This design comes from an exercise in tuning for small area, a short achievable clock period and few clock cycles on the open sky130 flow, not from production work. RTL that was checked went through simulation tests only; none was proved equivalent to the original. Power and IR drop assume default switching activity.

==> flow/design.v <==
module nr_vadd (
    input  wire        clk,
    input  wire        rst,         
    input  wire        in_valid,
    input  wire [31:0] in_a,
    input  wire [31:0] in_b,
    output wire        in_ready,
    output reg         out_valid,
    output reg  [31:0] out_sum,
    input  wire        out_ready
);
    reg         v0, v1, v2, vk;
    reg         rdy;            
    reg         adv;            
    reg  [31:0] skid;
    assign in_ready = rdy;
    wire        ia_h  = |in_a[30:23];
    wire        ib_h  = |in_b[30:23];
    wire [7:0]  ia_ee = {in_a[30:24], in_a[23] | ~ia_h};
    wire [7:0]  ib_ee = {in_b[30:24], in_b[23] | ~ib_h};
    wire [3:0]  ia_eh = in_a[30:27], ib_eh = in_b[30:27];
    wire [3:0]  ia_el = in_a[26:23], ib_el = in_b[26:23];
    reg  [32:0] ra, rb;
    reg         bgt_h, beq_h, bgt_l;
    always @(posedge clk) if (adv) begin
        ra   <= {in_a[31], ia_ee, ia_h, in_a[22:0]};
        rb   <= {in_b[31], ib_ee, ib_h, in_b[22:0]};
        bgt_h <= ib_eh > ia_eh;
        beq_h <= ib_eh == ia_eh;
        bgt_l <= ib_el > ia_el;
    end
    wire [7:0]  a_ee = ra[31:24];
    wire [7:0]  b_ee = rb[31:24];
    wire        a_h  = ra[23];
    wire        b_h  = rb[23];
    wire        a_emax = &a_ee;
    wire        b_emax = &b_ee;
    wire        a_fz = ~|ra[22:0];
    wire        b_fz = ~|rb[22:0];
    wire        a_nan = a_emax & ~a_fz;
    wire        b_nan = b_emax & ~b_fz;
    wire        a_inf = a_emax & a_fz;
    wire        b_inf = b_emax & b_fz;
    wire        sub   = ra[32] ^ rb[32];
    wire        s_nan = a_nan | b_nan | (a_inf & b_inf & sub);
    wire        bige = bgt_h | (beq_h & bgt_l);    
    wire [23:0] a_m  = {a_h, ra[22:0]};
    wire [23:0] b_m  = {b_h, rb[22:0]};
    wire [23:0] x_m  = bige ? b_m : a_m;
    wire [23:0] y_m  = bige ? a_m : b_m;
    wire [7:0]  x_ee = bige ? b_ee : a_ee;
    wire [7:0]  y_ee = bige ? a_ee : b_ee;
    wire [7:0]  d    = x_ee - y_ee;
    wire [4:0]  sh   = d[4:0];
    wire        big  = |d[7:5];                 
    wire        neg  = sub & ~bige & (a_ee == b_ee) & (b_m > a_m);
    wire        x_s  = (bige | neg) ? rb[32] : ra[32];
    wire [26:0] t0 = {y_m, 3'd0};
    wire [26:0] t1 = sh[4] ? {16'd0, t0[26:16]} : t0;
    wire        k1 = sh[4] & (|t0[15:0]);
    wire [26:0] t2 = sh[3] ? {8'd0, t1[26:8]} : t1;
    wire        k2 = sh[3] & (|t1[7:0]);
    wire [26:0] t3 = sh[2] ? {4'd0, t2[26:4]} : t2;
    wire        k3 = sh[2] & (|t2[3:0]);
    wire [26:0] t4 = sh[1] ? {2'd0, t3[26:2]} : t3;
    wire        k4 = sh[1] & (|t3[1:0]);
    wire [26:0] t5 = sh[0] ? {1'd0, t4[26:1]} : t4;
    wire        k5 = sh[0] & t4[0];
    wire [26:0] y_al = big ? {26'd0, |y_m} : {t5[26:1], t5[0] | k1 | k2 | k3 | k4 | k5};
    reg         p_s, p_sub, p_neg, p_nan;    
    reg  [7:0]  p_e;
    reg  [23:0] p_x;
    reg  [26:0] p_y;
    always @(posedge clk) if (adv) begin
        p_s   <= x_s;
        p_sub <= sub;
        p_neg <= neg;
        p_nan <= s_nan;
        p_e   <= x_ee;
        p_x   <= x_m ^ {24{neg}};
        p_y   <= y_al ^ {27{sub & ~neg}};
    end
    wire [27:0] ad_a = {p_neg, p_x, {3{p_neg}}};
    wire [27:0] ad_b = {p_sub & ~p_neg, p_y};
    wire [27:0] mag  = ad_a + ad_b + {27'd0, p_sub};
    wire [27:0] lim  = (p_e > 8'd27) ? 28'd0 : (28'h8000000 >> p_e);
    wire [31:0] lzin = {mag | lim, 4'b1111};
    wire [15:0] z1v; wire [15:0] z1c;
    wire [7:0]  z2v; wire [15:0] z2c;
    wire [3:0]  z3v; wire [11:0] z3c;
    wire [1:0]  z4v; wire [7:0]  z4c;
    genvar g;
    generate
        for (g = 0; g < 16; g = g + 1) begin : lz1
            assign z1v[g] = lzin[2*g+1] | lzin[2*g];
            assign z1c[g] = ~lzin[2*g+1];
        end
        for (g = 0; g < 8; g = g + 1) begin : lz2
            assign z2v[g] = z1v[2*g+1] | z1v[2*g];
            assign z2c[2*g+1:2*g] = z1v[2*g+1] ? {1'b0, z1c[2*g+1]} : {1'b1, z1c[2*g]};
        end
        for (g = 0; g < 4; g = g + 1) begin : lz3
            assign z3v[g] = z2v[2*g+1] | z2v[2*g];
            assign z3c[3*g+2:3*g] = z2v[2*g+1] ? {1'b0, z2c[4*g+3:4*g+2]} : {1'b1, z2c[4*g+1:4*g]};
        end
        for (g = 0; g < 2; g = g + 1) begin : lz4
            assign z4v[g] = z3v[2*g+1] | z3v[2*g];
            assign z4c[4*g+3:4*g] = z3v[2*g+1] ? {1'b0, z3c[6*g+5:6*g+3]} : {1'b1, z3c[6*g+2:6*g]};
        end
    endgenerate
    wire [4:0]  lz = z4v[1] ? {1'b0, z4c[7:4]} : {1'b1, z4c[3:0]};
    reg         q_s, q_zs, q_nan;
    reg  [7:0]  q_e;
    reg  [27:0] q_m;
    reg  [4:0]  q_lz;
    always @(posedge clk) if (adv) begin
        q_s   <= p_s;
        q_zs  <= p_s & ~p_sub;
        q_nan <= p_nan;
        q_e   <= p_e;
        q_m   <= mag;
        q_lz  <= lz;
    end
    wire [27:0] sl = q_m << q_lz;
    wire [26:0] nm = {sl[27:2], sl[1] | (sl[0] & ~|q_lz)};
    wire [8:0]  ne = {1'b0, q_e} + 9'd1 - {4'd0, q_lz};
    wire        r_up = nm[2] & (nm[1] | nm[0] | nm[3]);
    wire [30:0] pk   = {(nm[26] ? ne[7:0] : 8'd0), nm[25:3]};
    reg  [30:0] ones;
    integer m, n;
    always @(*) begin
        ones = pk;
        for (m = 1; m < 32; m = m * 2)
            for (n = 0; n < 31; n = n + 1)
                if (n & m)
                    ones[n] = ones[n] & ones[(n & ~(m - 1)) - 1];
    end
    wire [30:0] rnd  = pk ^ ({ones[29:0], 1'b1} & {31{r_up}});
    wire        ovf  = ne[8] | (ne[7:0] == 8'hFF);
    wire        zero = ~|q_m;
    reg  [31:0] res;
    always @(*) begin
        if (q_nan)
            res = 32'h7FC00000;
        else if ((&q_e) | ovf)           
            res = {q_s, 8'hFF, 23'd0};
        else
            res = {zero ? q_zs : q_s, rnd};
    end
    wire        push = adv & v2;
    always @(posedge clk) begin
        if (!vk) skid <= res;
        if (out_ready | ~out_valid) out_sum <= vk ? skid : res;
    end
    always @(posedge clk) begin
        if (rst) begin
            v0 <= 1'b0; v1 <= 1'b0; v2 <= 1'b0; vk <= 1'b0;
            rdy <= 1'b0; adv <= 1'b1; out_valid <= 1'b0;
        end else begin
            if (adv) begin
                v0 <= in_valid & rdy;
                v1 <= v0;
                v2 <= v1;
            end
            if (vk) begin
                if (out_ready) begin vk <= 1'b0; rdy <= 1'b1; adv <= 1'b1; end
            end else if (push & out_valid & ~out_ready) begin
                vk <= 1'b1; rdy <= 1'b0; adv <= 1'b0;
            end else begin
                rdy <= 1'b1;
            end
            out_valid <= vk | push | (out_valid & ~out_ready);
        end
    end
endmodule
==> flow/config.mk <==
export PLATFORM = sky130hd
export DESIGN_NAME = nr_vadd
export DESIGN_NICKNAME = nr_vadd
export VERILOG_FILES = /design/flow/design.v
export SDC_FILE = /design/flow/constraint.sdc
export NUM_CORES = 4
export LEC_CHECK = 0
export CAP_MARGIN = 60
export CORE_MARGIN = 2
export CORE_UTILIZATION = 60
export CTS_CLUSTER_DIAMETER = 120
export CTS_CLUSTER_SIZE = 24
export PLACE_DENSITY = 0.75
export SLEW_MARGIN = 60
==> flow/constraint.sdc <==
create_clock -name core_clock -period 20.0 [get_ports {clk}]
set_input_delay 4.0000 -clock core_clock [delete_from_list [all_inputs] [get_ports {clk}]]
set_output_delay 4.0000 -clock core_clock [all_outputs]
set_load 0.01 [all_outputs]
standard.sh (not shown) runs the stock make flow with config.mk's settings and CLKGATE_MAP_FILE= SYNTH_SCRIPT=/design/flow/synth_recipe.tcl, a recipe that flattens the netlist after the stock synthesis.
==> flow/flow/run.sh <==
#!/bin/bash
set -euo pipefail
export BUFFER_PORTS_ARGS="-buffer_cell sky130_fd_sc_hd__buf_2"
bash standard.sh finish > flow_make.log 2>&1
Testbench counts at the start, summed over its fixed seeds: cycles 16,024.
==> next run, changes <==
--- a/flow/design.v
+++ b/flow/design.v
@@ -79,13 +79,34 @@
         p_e   <= x_ee;
         p_x   <= x_m ^ {24{neg}};
         p_y   <= y_al ^ {27{sub & ~neg}};
     end
     wire [27:0] ad_a = {p_neg, p_x, {3{p_neg}}};
     wire [27:0] ad_b = {p_sub & ~p_neg, p_y};
-    wire [27:0] mag  = ad_a + ad_b + {27'd0, p_sub};
+    wire [27:0] ad_p = ad_a ^ ad_b;
+    reg  [27:0] cg, cp;
+    integer l, j;
+    always @(*) begin
+        cg = ad_a & ad_b;
+        cp = ad_p;
+        cg[0] = cg[0] | (cp[0] & p_sub);
+        for (j = 1; j < 28; j = j + 2) begin
+            cg[j] = cg[j] | (cp[j] & cg[j-1]);
+            cp[j] = cp[j] & cp[j-1];
+        end
+        for (l = 2; l < 28; l = l * 2)
+            for (j = 27; j > l; j = j - 2) begin
+                cg[j] = cg[j] | (cp[j] & cg[j-l]);
+                cp[j] = cp[j] & cp[j-l];
+            end
+        for (j = 2; j < 28; j = j + 2) begin
+            cg[j] = cg[j] | (cp[j] & cg[j-1]);
+            cp[j] = cp[j] & cp[j-1];
+        end
+    end
+    wire [27:0] mag = ad_p ^ {cg[26:0], p_sub};
     wire [27:0] lim  = (p_e > 8'd27) ? 28'd0 : (28'h8000000 >> p_e);
     wire [31:0] lzin = {mag | lim, 4'b1111};
     wire [15:0] z1v; wire [15:0] z1c;
     wire [7:0]  z2v; wire [15:0] z2c;
     wire [3:0]  z3v; wire [11:0] z3c;
     wire [1:0]  z4v; wire [7:0]  z4c;
What happened: The changed run completed without violations. Final area went down by 3.0%. Core utilization goes up by 0.21 points. Die area shrinks by 3.2%. Clock power goes up by about 2%. Worst hold slack loses 16 ps. Total power went down by 2.5%. Global-route usage went down by 0.56 points. Via count drops by 6.1%.
For the second run of this note, only the layout was checked, not whether the RTL still works.

-- what the ideal ports hide --
No port has a modelled driver above. Below, the same layouts with a new extraction and two added sets of constraints. Step 1, drivers: a clkbuf_16 drives clk and a buf_2 each remaining input, both assumed. Step 2, shift: input delay + t, output delay - t, t = (earliest + latest rising clock arrival at the registers) / 2. This alone moves slack from input paths to output paths. a / b / c = ideal ports / drivers / drivers and shift; a / b = the first two.
run	t, ns	setup slack, ns	worst setup path at the end	latest minus earliest clock arrival (ns)
the first run	0.542	14.925 / 14.873 / 14.733	input to register	0.040 / 0.039
the second run	0.542	14.506 / 14.506 / 14.506	register to register	0.023 / 0.023
After both steps every run listed still meets setup and hold. The setup slack of the first run, which loses most, moves by -0.052 ns with the drivers and by -0.192 ns with both steps.
